Background: an optimization exercise with open tools, aiming at small area, a short achievable clock period and few clock cycles. Do not read the settings as production practice. Only the layout flow was run in this run; the RTL was not checked for function there. Power figures rest on the tool's default switching activity, not on a simulated workload.

File: constraint.sdc
create_clock -name core_clock -period 36.0 [get_ports {clk}]
set_input_delay 7.2000 -clock core_clock [delete_from_list [all_inputs] [get_ports {clk}]]
set_output_delay 7.2000 -clock core_clock [all_outputs]
set_load 0.01 [all_outputs]
File: config.mk
export PLATFORM = sky130hd
export DESIGN_NAME = s345_rx
export DESIGN_NICKNAME = s345_rx
export VERILOG_FILES = /design/flow/design.v
export SDC_FILE = /design/flow/constraint.sdc
export NUM_CORES = 4
export LEC_CHECK = 0
export CAP_MARGIN = 20
export CORE_MARGIN = 2
export CORE_UTILIZATION = 35
export PLACE_DENSITY = 0.6
export SLEW_MARGIN = 20
File: run.sh
#!/bin/bash
# synth_recipe.tcl (not shown) runs the flow's synth.tcl, then flattens the netlist and writes it again
# the make line also repeats each setting of config.mk as NAME=value (left out here)
make -C /OpenROAD-flow-scripts/flow DESIGN_CONFIG=/design/flow/config.mk WORK_HOME=/design/flow/orfs CLKGATE_MAP_FILE= SYNTH_SCRIPT=/design/flow/synth_recipe.tcl finish
File: design.v
module s345_rx (
    input  wire         clk,
    input  wire         rst_n,
    input  wire [31:0]  cfg_sync_pattern,
    input  wire [5:0]   cfg_sync_width,
    input  wire [31:0]  cfg_est_num,
    input  wire [15:0]  cfg_est_den,
    input  wire [3:0]   cfg_ch_min,
    input  wire [3:0]   cfg_ch_max,
    input  wire [31:0]  cfg_chan_vendor,
    input  wire [63:0]  cfg_poly,
    input  wire [63:0]  cfg_fxor,
    input  wire [15:0]  cfg_plan_len,
    input  wire [319:0] cfg_plan,
    input  wire         in_valid,
    input  wire         in_level,
    output wire         in_ready,
    output reg          m_valid,
    output wire [1:0]   m_vendor,
    output wire [3:0]   m_channel,
    output wire         m_hdr_present,
    output wire [31:0]  m_header,
    output wire [31:0]  m_txid,
    output wire [7:0]   m_state,
    output reg  [15:0]  cnt_sync,
    output reg  [15:0]  cnt_man_err,
    output reg  [15:0]  cnt_chan_err,
    output reg  [15:0]  cnt_zero_txid,
    output reg  [15:0]  cnt_crc_err
);
    localparam [2:0] S_SYNC = 3'd0, S_CH = 3'd1, S_HDR = 3'd2, S_TX = 3'd3,
                     S_ST = 3'd4, S_CRC = 3'd5;
    reg  [31:0] e_num;
    reg  [15:0] e_den;
    reg  [4:0]  w_m1;        
    reg  [4:0]  w_m2;        
    always @(posedge clk) begin
        e_num <= cfg_est_num;
        e_den <= cfg_est_den;
        w_m1  <= cfg_sync_width[4:0] - 5'd2;
        w_m2  <= cfg_sync_width[4:0] - 5'd3;
    end
    assign in_ready = 1'b1;
    wire push  = in_valid;
    reg  prev;
    wire trans = push & (in_level != prev);
    wire b     = prev;
    reg  [15:0] c;
    reg  [15:0] h [1:30];
    reg  [4:0]  ntr;         
    reg  [20:0] S;           
    reg  [15:0] hw;
    integer k;
    always @* begin
        hw = 16'd0;
        for (k = 2; k <= 30; k = k + 1)
            if (w_m1 == k[4:0]) hw = h[k];
    end
    wire [15:0] h1v = (ntr != 5'd0)  ? h[1] : 16'd0;
    wire [15:0] hwv = (ntr >= w_m1)  ? hw   : 16'd0;
    always @(posedge clk) begin
        if (trans) begin
            h[1] <= c;
            for (k = 2; k <= 30; k = k + 1)
                h[k] <= h[k-1];
        end
    end
    reg         mode;        
    reg  [20:0] snap;
    reg  [34:0] q;
    wire [31:0] n1  = mode ? {11'd0, snap} : e_num;
    wire [16:0] d2  = mode ? {11'd0, w_m2, 1'b0} : {e_den, 1'b0};
    wire        czero = (c == 16'd0);
    wire        ge1 = ~q[34];
    wire        ge2 = $signed(q) >= $signed({2'b00, n1, 1'b0});
    wire [1:0]  n   = czero ? 2'd0 : ge2 ? 2'd2 : ge1 ? 2'd1 : 2'd0;
    reg  [2:0]  st;
    reg  [2:0]  idx;
    reg  [4:0]  rem;         
    reg         zc;          
    reg         pv, pl;      
    reg  [31:0] sync;
    reg  [15:0] crc;
    reg  [1:0]  vend;
    reg  [3:0]  chan;
    reg         hdr;
    reg  [31:0] header;
    reg  [31:0] txid;
    reg  [7:0]  sst;
    assign m_vendor      = vend;
    assign m_channel     = chan;
    assign m_hdr_present = hdr;
    assign m_header      = header;
    assign m_txid        = txid;
    assign m_state       = sst;
    reg  [31:0] smask;
    integer i;
    always @* begin
        for (i = 0; i < 32; i = i + 1)
            smask[i] = (i < cfg_sync_width);
    end
    wire [31:0] s0 = {31'd0, b};
    wire [31:0] s1 = {sync[30:0], b};
    wire [31:0] s2 = {sync[29:0], b, b};
    wire m0 = (((s0 ^ cfg_sync_pattern) & smask) == 32'd0);
    wire m1 = (((s1 ^ cfg_sync_pattern) & smask) == 32'd0);
    wire m2 = (((s2 ^ cfg_sync_pattern) & smask) == 32'd0);
    wire is_sync = (st == S_SYNC);
    wire fld     = (st == S_CH) | (st == S_HDR) | (st == S_TX) | (st == S_ST) | (st == S_CRC);
    wire [15:0] poly_v = cfg_poly[vend * 16 +: 16];
    wire [15:0] fxor_v = cfg_fxor[vend * 16 +: 16];
    wire [15:0] crc_p  = {crc[14:0], b} ^ (crc[15] ? poly_v : 16'd0);
    wire [3:0]  chv    = crc_p[3:0];
    wire        ch_ok  = (chv >= cfg_ch_min) && (chv <= cfg_ch_max);
    wire [1:0]  vd_ch  = cfg_chan_vendor[chv * 2 +: 2];
    wire [31:0] tx_p   = {txid[30:0], b};
    wire [1:0]  lk_v   = (st == S_CH) ? vd_ch : vend;
    wire [3:0]  lk_i   = (st == S_CH) ? 4'd0 : {1'b0, idx} + 4'd1;
    wire [3:0]  lk_len = cfg_plan_len[lk_v * 4 +: 4];
    wire [9:0]  lk_ent = cfg_plan[{lk_v, lk_i[2:0]} * 10 +: 10];
    wire        lk_crc = !(lk_i < lk_len && !lk_i[3]);
    wire [2:0]  lk_st  = lk_crc ? S_CRC : lk_ent[2:0];
    wire [4:0]  lk_rem = lk_crc ? 5'd15 : lk_ent[8:4] - 5'd1;
    wire        lk_zc  = lk_ent[3];
    reg         ev_sync, ev_chan, ev_zero, ev_crc, ev_msg;
    reg  [1:0]  ev_man;
    reg  [2:0]  st_n;
    reg  [2:0]  idx_n;
    reg  [4:0]  rem_n;
    reg         zc_n, pv_n, pl_n;
    reg  [31:0] sync_n;
    reg  [15:0] crc_n;
    reg  [1:0]  vend_n;
    reg  [3:0]  chan_n;
    reg         hdr_n;
    reg  [31:0] header_n, txid_n;
    reg  [7:0]  sst_n;
    reg         mode_n;
    reg  [20:0] snap_n;
    reg         endf;
    always @* begin
        st_n = st; idx_n = idx; rem_n = rem; zc_n = zc; pv_n = pv; pl_n = pl;
        sync_n = sync; crc_n = crc; vend_n = vend; chan_n = chan; hdr_n = hdr;
        header_n = header; txid_n = txid; sst_n = sst; mode_n = mode; snap_n = snap;
        ev_sync = 1'b0; ev_chan = 1'b0; ev_zero = 1'b0; ev_crc = 1'b0; ev_msg = 1'b0;
        ev_man = 2'd0; endf = 1'b0;
        if (trans && n != 2'd0) begin
            if (is_sync) begin
                if (m1 || (n == 2'd2 && m2)) begin
                    ev_sync = 1'b1;
                    st_n    = S_CH;
                    rem_n   = 5'd3;
                    crc_n   = 16'd0;
                    mode_n  = 1'b1;
                    snap_n  = S;
                end
                sync_n = (n == 2'd2 && !m1) ? s2 : s1;
                if (n == 2'd2 && m1) begin
                    pv_n = 1'b1;
                    pl_n = b;
                end
            end else if (fld) begin
                if (!pv) begin
                    pv_n = 1'b1;
                    pl_n = b;
                    if (n == 2'd2) ev_man = 2'd1;
                end else if (pl == b) begin
                    ev_man = n;
                end else begin
                    pv_n  = 1'b0;
                    crc_n = crc_p;
                    case (st)
                        S_HDR: begin header_n = {header[30:0], b}; hdr_n = 1'b1; end
                        S_TX:  txid_n = tx_p;
                        S_ST:  sst_n  = {sst[6:0], b};
                        default: ;
                    endcase
                    if (rem != 5'd0) begin
                        rem_n = rem - 5'd1;
                    end else begin
                        case (st)
                            S_CH: begin
                                if (ch_ok) begin
                                    vend_n   = vd_ch;
                                    chan_n   = chv;
                                    hdr_n    = 1'b0;
                                    header_n = 32'd0;
                                    txid_n   = 32'd0;
                                    sst_n    = 8'd0;
                                end else begin
                                    ev_chan = 1'b1;
                                    endf    = 1'b1;
                                end
                            end
                            S_TX: begin
                                if (zc && tx_p == 32'd0) begin
                                    ev_zero = 1'b1;
                                    endf    = 1'b1;
                                end
                            end
                            S_CRC: begin
                                if (crc_p == fxor_v) ev_msg = 1'b1;
                                else                 ev_crc = 1'b1;
                                endf = 1'b1;
                            end
                            default: ;
                        endcase
                        idx_n = (st == S_CH) ? 3'd0 : idx + 3'd1;
                        st_n  = lk_st;
                        rem_n = lk_rem;
                        zc_n  = lk_zc;
                    end
                    if (endf) begin
                        st_n   = S_SYNC;
                        sync_n = 32'd0;
                        mode_n = 1'b0;
                        if (n == 2'd2) begin
                            sync_n = s0;
                            if (m0) begin
                                ev_sync = 1'b1;
                                st_n    = S_CH;
                                rem_n   = 5'd3;
                                crc_n   = 16'd0;
                                mode_n  = 1'b1;
                                snap_n  = S;
                            end
                        end
                    end else if (n == 2'd2) begin
                        pv_n = 1'b1;
                        pl_n = b;
                    end
                end
            end
        end
    end
    wire [31:0] n1_n = mode_n ? {11'd0, snap_n} : e_num;
    wire [16:0] d2_n = mode_n ? {11'd0, w_m2, 1'b0} : {e_den, 1'b0};
    always @(posedge clk) begin
        if (!rst_n) begin
            prev <= 1'b0;
            c    <= 16'd0;
            ntr  <= 5'd0;
            S    <= 21'd0;
            mode <= 1'b0;
            st   <= S_SYNC;
            pv   <= 1'b0;
            sync <= 32'd0;
        end else begin
            if (push) begin
                if (trans) begin
                    prev <= in_level;
                    c    <= 16'd1;
                    if (ntr != 5'd31) ntr <= ntr + 5'd1;
                    S    <= S + {5'd0, h1v} - {5'd0, hwv};
                    q    <= {18'd0, d2_n} - {3'd0, n1_n};
                end else begin
                    if (czero) begin
                        c <= 16'd1;
                        q <= {18'd0, d2} - {3'd0, n1};
                    end else if (c != 16'hFFFF) begin
                        c <= c + 16'd1;
                        q <= q + {18'd0, d2};
                    end
                end
            end
            st <= st_n; idx <= idx_n; rem <= rem_n; zc <= zc_n; pv <= pv_n; pl <= pl_n;
            sync <= sync_n; crc <= crc_n; vend <= vend_n; chan <= chan_n; hdr <= hdr_n;
            header <= header_n; txid <= txid_n; sst <= sst_n; mode <= mode_n; snap <= snap_n;
        end
    end
    always @(posedge clk) begin
        if (!rst_n) begin
            m_valid       <= 1'b0;
            cnt_sync      <= 16'd0;
            cnt_man_err   <= 16'd0;
            cnt_chan_err  <= 16'd0;
            cnt_zero_txid <= 16'd0;
            cnt_crc_err   <= 16'd0;
        end else begin
            m_valid       <= ev_msg;
            cnt_sync      <= cnt_sync      + {15'd0, ev_sync};
            cnt_man_err   <= cnt_man_err   + {14'd0, ev_man};
            cnt_chan_err  <= cnt_chan_err  + {15'd0, ev_chan};
            cnt_zero_txid <= cnt_zero_txid + {15'd0, ev_zero};
            cnt_crc_err   <= cnt_crc_err   + {15'd0, ev_crc};
        end
    end
endmodule
==> results.sh <==
export IMPL_status="complete, no violations"
export IMPL_row_count=130
export IMPL_peakVddDrop_mv=0.03562
export IMPL_leakage_uw=0.02007
export IMPL_met3_usage=0.03779
export IMPL_endpoint_kind="register"
export IMPL_hp_class="reg -> reg"
export IMPL_synth_area_per_cell_um2=10.67
export IMPL_clkSinkCount=859
export IMPL_async_flop_share=0
export IMPL_synth_ff_type="edfxtp_1"
export IMPL_power_uw=2548
export IMPL_grt_pass1_vias=36027
export IMPL_ys_warn_count=2
export IMPL_grt_busiest_layer="met2"
export IMPL_dpl_cell_area_um2=53710
export IMPL_drt_initial_drc_count=3483
export IMPL_yosys_register_bits=859
export IMPL_grt_start_max_net_pins=186
export IMPL_clkTransAtPathRegs_ns=0.06
export IMPL_first_pass_iters=7
export IMPL_synthTopCellsByArea="edfxtp_1 43%, dfxtp_1 9.8%, nand2_1 4.4%"
export IMPL_num_io_pins=755
export IMPL_clk_latency_ns=0.69
export IMPL_rsz0062_at_grt="false"
export IMPL_synth_distinct_cells=86
export IMPL_worst_pin_slew_ns=1.219
export IMPL_cp_arrival_ns=15.81
export IMPL_grt_ovfl_total=0
export IMPL_synthCells=4179
export IMPL_power_density_nw_per_um2=44.80
export IMPL_cts_tree="yes"
export IMPL_clock_fmax_ghz=0.06542
export IMPL_cts_buffer_depth=3
export IMPL_post_route_drc_count=0
export IMPL_finalCritPeriodShare=0.4246
export IMPL_layout_drive_gt1_share=0.06833
export IMPL_cts_resized=0
export IMPL_start_kind="input port"
export IMPL_ys_seq_area_frac=0.5298
export IMPL_max_stage_delay_ns=0.75
export IMPL_drt_total_wl_um=165500
export IMPL_crit_type="in -> reg"
export IMPL_mostFrequentLayoutCell="clkdlybuf4s50_1"
export IMPL_final_cell_mix="720 x clkdlybuf4s50_1, 641 x edfxtp_1, 522 x nand2_1, 307 x nor2_1, 260 x a21oi_1"
export IMPL_cap_viol_max_count=0
export IMPL_crit_fanout=35
export IMPL_vias=36337
export IMPL_htree_levels=3
export IMPL_gp_congestion=0.9105
export IMPL_hold_viol_final=0
export IMPL_synth_edf_count=641
export IMPL_critical_path_required_ns=36.53
export IMPL_maxSlewViolCount=0
export IMPL_grtUsageMet2=0.4403
export IMPL_yosys_area_top_type_share=0.4319
export IMPL_slew_limit_headroom=0.1875
export IMPL_start_util=0.3536
export IMPL_cts_hold_buf=0
export IMPL_core_area_um2=126100
export IMPL_ant_nets=0
export IMPL_hpwl_um=123000
export IMPL_via_per_inst=5.526
export IMPL_io_buffers=721
export IMPL_nets=5595
export IMPL_routedWlPerCell_um=25.17
export IMPL_clock_skew_ns=0.04024
export IMPL_grt_pass1_wl_um=238100
export IMPL_cts_inserted_buffers=95
export IMPL_finish_instance_area_um2=56890
export IMPL_cts_setup_buffers=0
export IMPL_period_minus_slack_ns=15.29
export IMPL_slowest_stage="clkdlybuf4s50_1"
export IMPL_finalSetupViolCount=0
export IMPL_antenna_found_initial=23
export IMPL_cts_root_buffer="clkbuf_16"
export IMPL_syn2layout_area_growth_pct=27.63
export IMPL_setup_tns_ns=0
export IMPL_die_w_um=360.9
export IMPL_synth_area_leader_cell="edfxtp_1"
export IMPL_die_area_um2=130200
export IMPL_met1_usage=0.2939
export IMPL_syn_nets=4932
export IMPL_synth_area_um2=44570
export IMPL_die_h_um=360.9
export IMPL_worst_hold_slack_ns=0.4295
export IMPL_grt_usage=0.2448
## state kept, by name, indices dropped and copies added, names as in the netlist, 4 cells and up
register,cells
S,21
c,16
chan,4
cnt_chan_err,16
cnt_crc_err,16
cnt_man_err,16
cnt_sync,16
cnt_zero_txid,16
crc,16
e_den,16
e_num,32
h,480
header,32
ntr,5
q,35
rem,5
snap,21
sst,8
sync,31
txid,32
w_m1,5
w_m2,5
## where the power goes
group          switching, µW  total [µW]  internal (µW)
combinational            216         404            188
clock                    419         990            571
sequential              33.8        1150           1120
total                    669        2550           1880
## critical path: cells and delay by family
family	cells	cell delay [ns]
mux	1	0.33
compound gates	15	3.23
buf+inv	6	2.10
simple gates	6	2.07
fa+ha+maj	2	0.83
## cell type report
cell class	instances	area, µm²
multi-input cells	2955	19690
clock inverters	46	544.3
diodes	9	22.52
clock buffers	126	2608
flip-flops and latches	859	23610
fillers	11768	69170
inverters	130	501.7
well taps	1650	2064
repair buffers	801	7838
## path summary, 6_finish.rpt
check,slack [ns],start,cells after the start,endpoint
worst max register to register,26.76,vend[0],32,q[24]
worst max-delay path,20.71,cfg_sync_width[1],30,q[24]
worst min register to register,0.43,h[22][14],0,h[23][14]
worst min-delay path,0.43,h[22][14],0,h[23][14]
## cells by family (layout without fill, tap and decap cells)
| family | count (synthesis) | after routing | synth area share |
|---|---|---|---|
| and+or+nand+nor | 1390 | 1390 | 0.1441 |
| adders and majority gates | 159 | 159 | 0.04800 |
| buffers and inverters | 365 | 1103 | 0.03110 |
| muxes | 157 | 157 | 0.04739 |
| DFF | 859 | 859 | 0.5298 |
| other | 1 | 10 | 0.00008413 |
| xor gates and xnor gates | 266 | 266 | 0.05227 |
| AOI/OAI and AO/OA | 982 | 982 | 0.1473 |
## Yosys cell counts, drive strengths merged (17+ instances only)
master,number
nor2b,32
mux2i,100
a22oi,115
a311oi,34
nand2b,24
mux4,41
edfxtp,641
buf,40
a221oi,47
a211oi,34
o21ai,179
or3,30
clkbuf,195
nand3,152
o211ai,26
nor4,24
nand4,62
fa,20
inv,128
and3,53
a21o,25
a31oi,30
xor2,163
xnor2,103
ha,139
o22ai,30
nand2,526
a22o,30
o221ai,47
dfxtp,218
o21a,17
nor3,64
a21oi,262
nor2,324
and2,39
## metal layers
layer,wire (µm),up-vias
li1,-,16946
met4,6442,10
met5,65,-
met2,84720,1226
met3,9070,246
met1,65240,17909
## metrics by stage
stage,utilization,cells,setup slack (ns)
4_1_cts,0.4510,6567,20.84
5_1_grt,0.4512,6572,20.36
2_1_floorplan,-,4179,13.86
3_3_place_gp,0.4260,6395,20.18
3_5_place_dp,0.4260,6395,20.16
6_report,0.4513,6576,20.71

==> static timing again, ports no longer ideal <==
In the flow no input, the clock included, has a driving cell. The finished layout below was timed again as built, in two steps. Step 1, drivers: a clkbuf_16 drives clk and a buf_2 each remaining input, both assumed. Step 2, shift: input delay + t, output delay - t, t = (earliest + latest rising clock arrival at the registers) / 2. This alone moves slack from input paths to output paths. Slacks: ideal ports / drivers / drivers and shift; pairs: ideal ports / drivers.
t, ns: 0.739
slack for setup (ns): 20.714 / 20.748 / 20.009
latest minus earliest clock arrival (ns): 0.042 / 0.042
worst register clock-pin slew, ns: 0.06 / 0.06
After both steps setup and hold are still met in this run. The setup slack of this run moves by +0.034 ns with the drivers and by -0.705 ns with both steps.
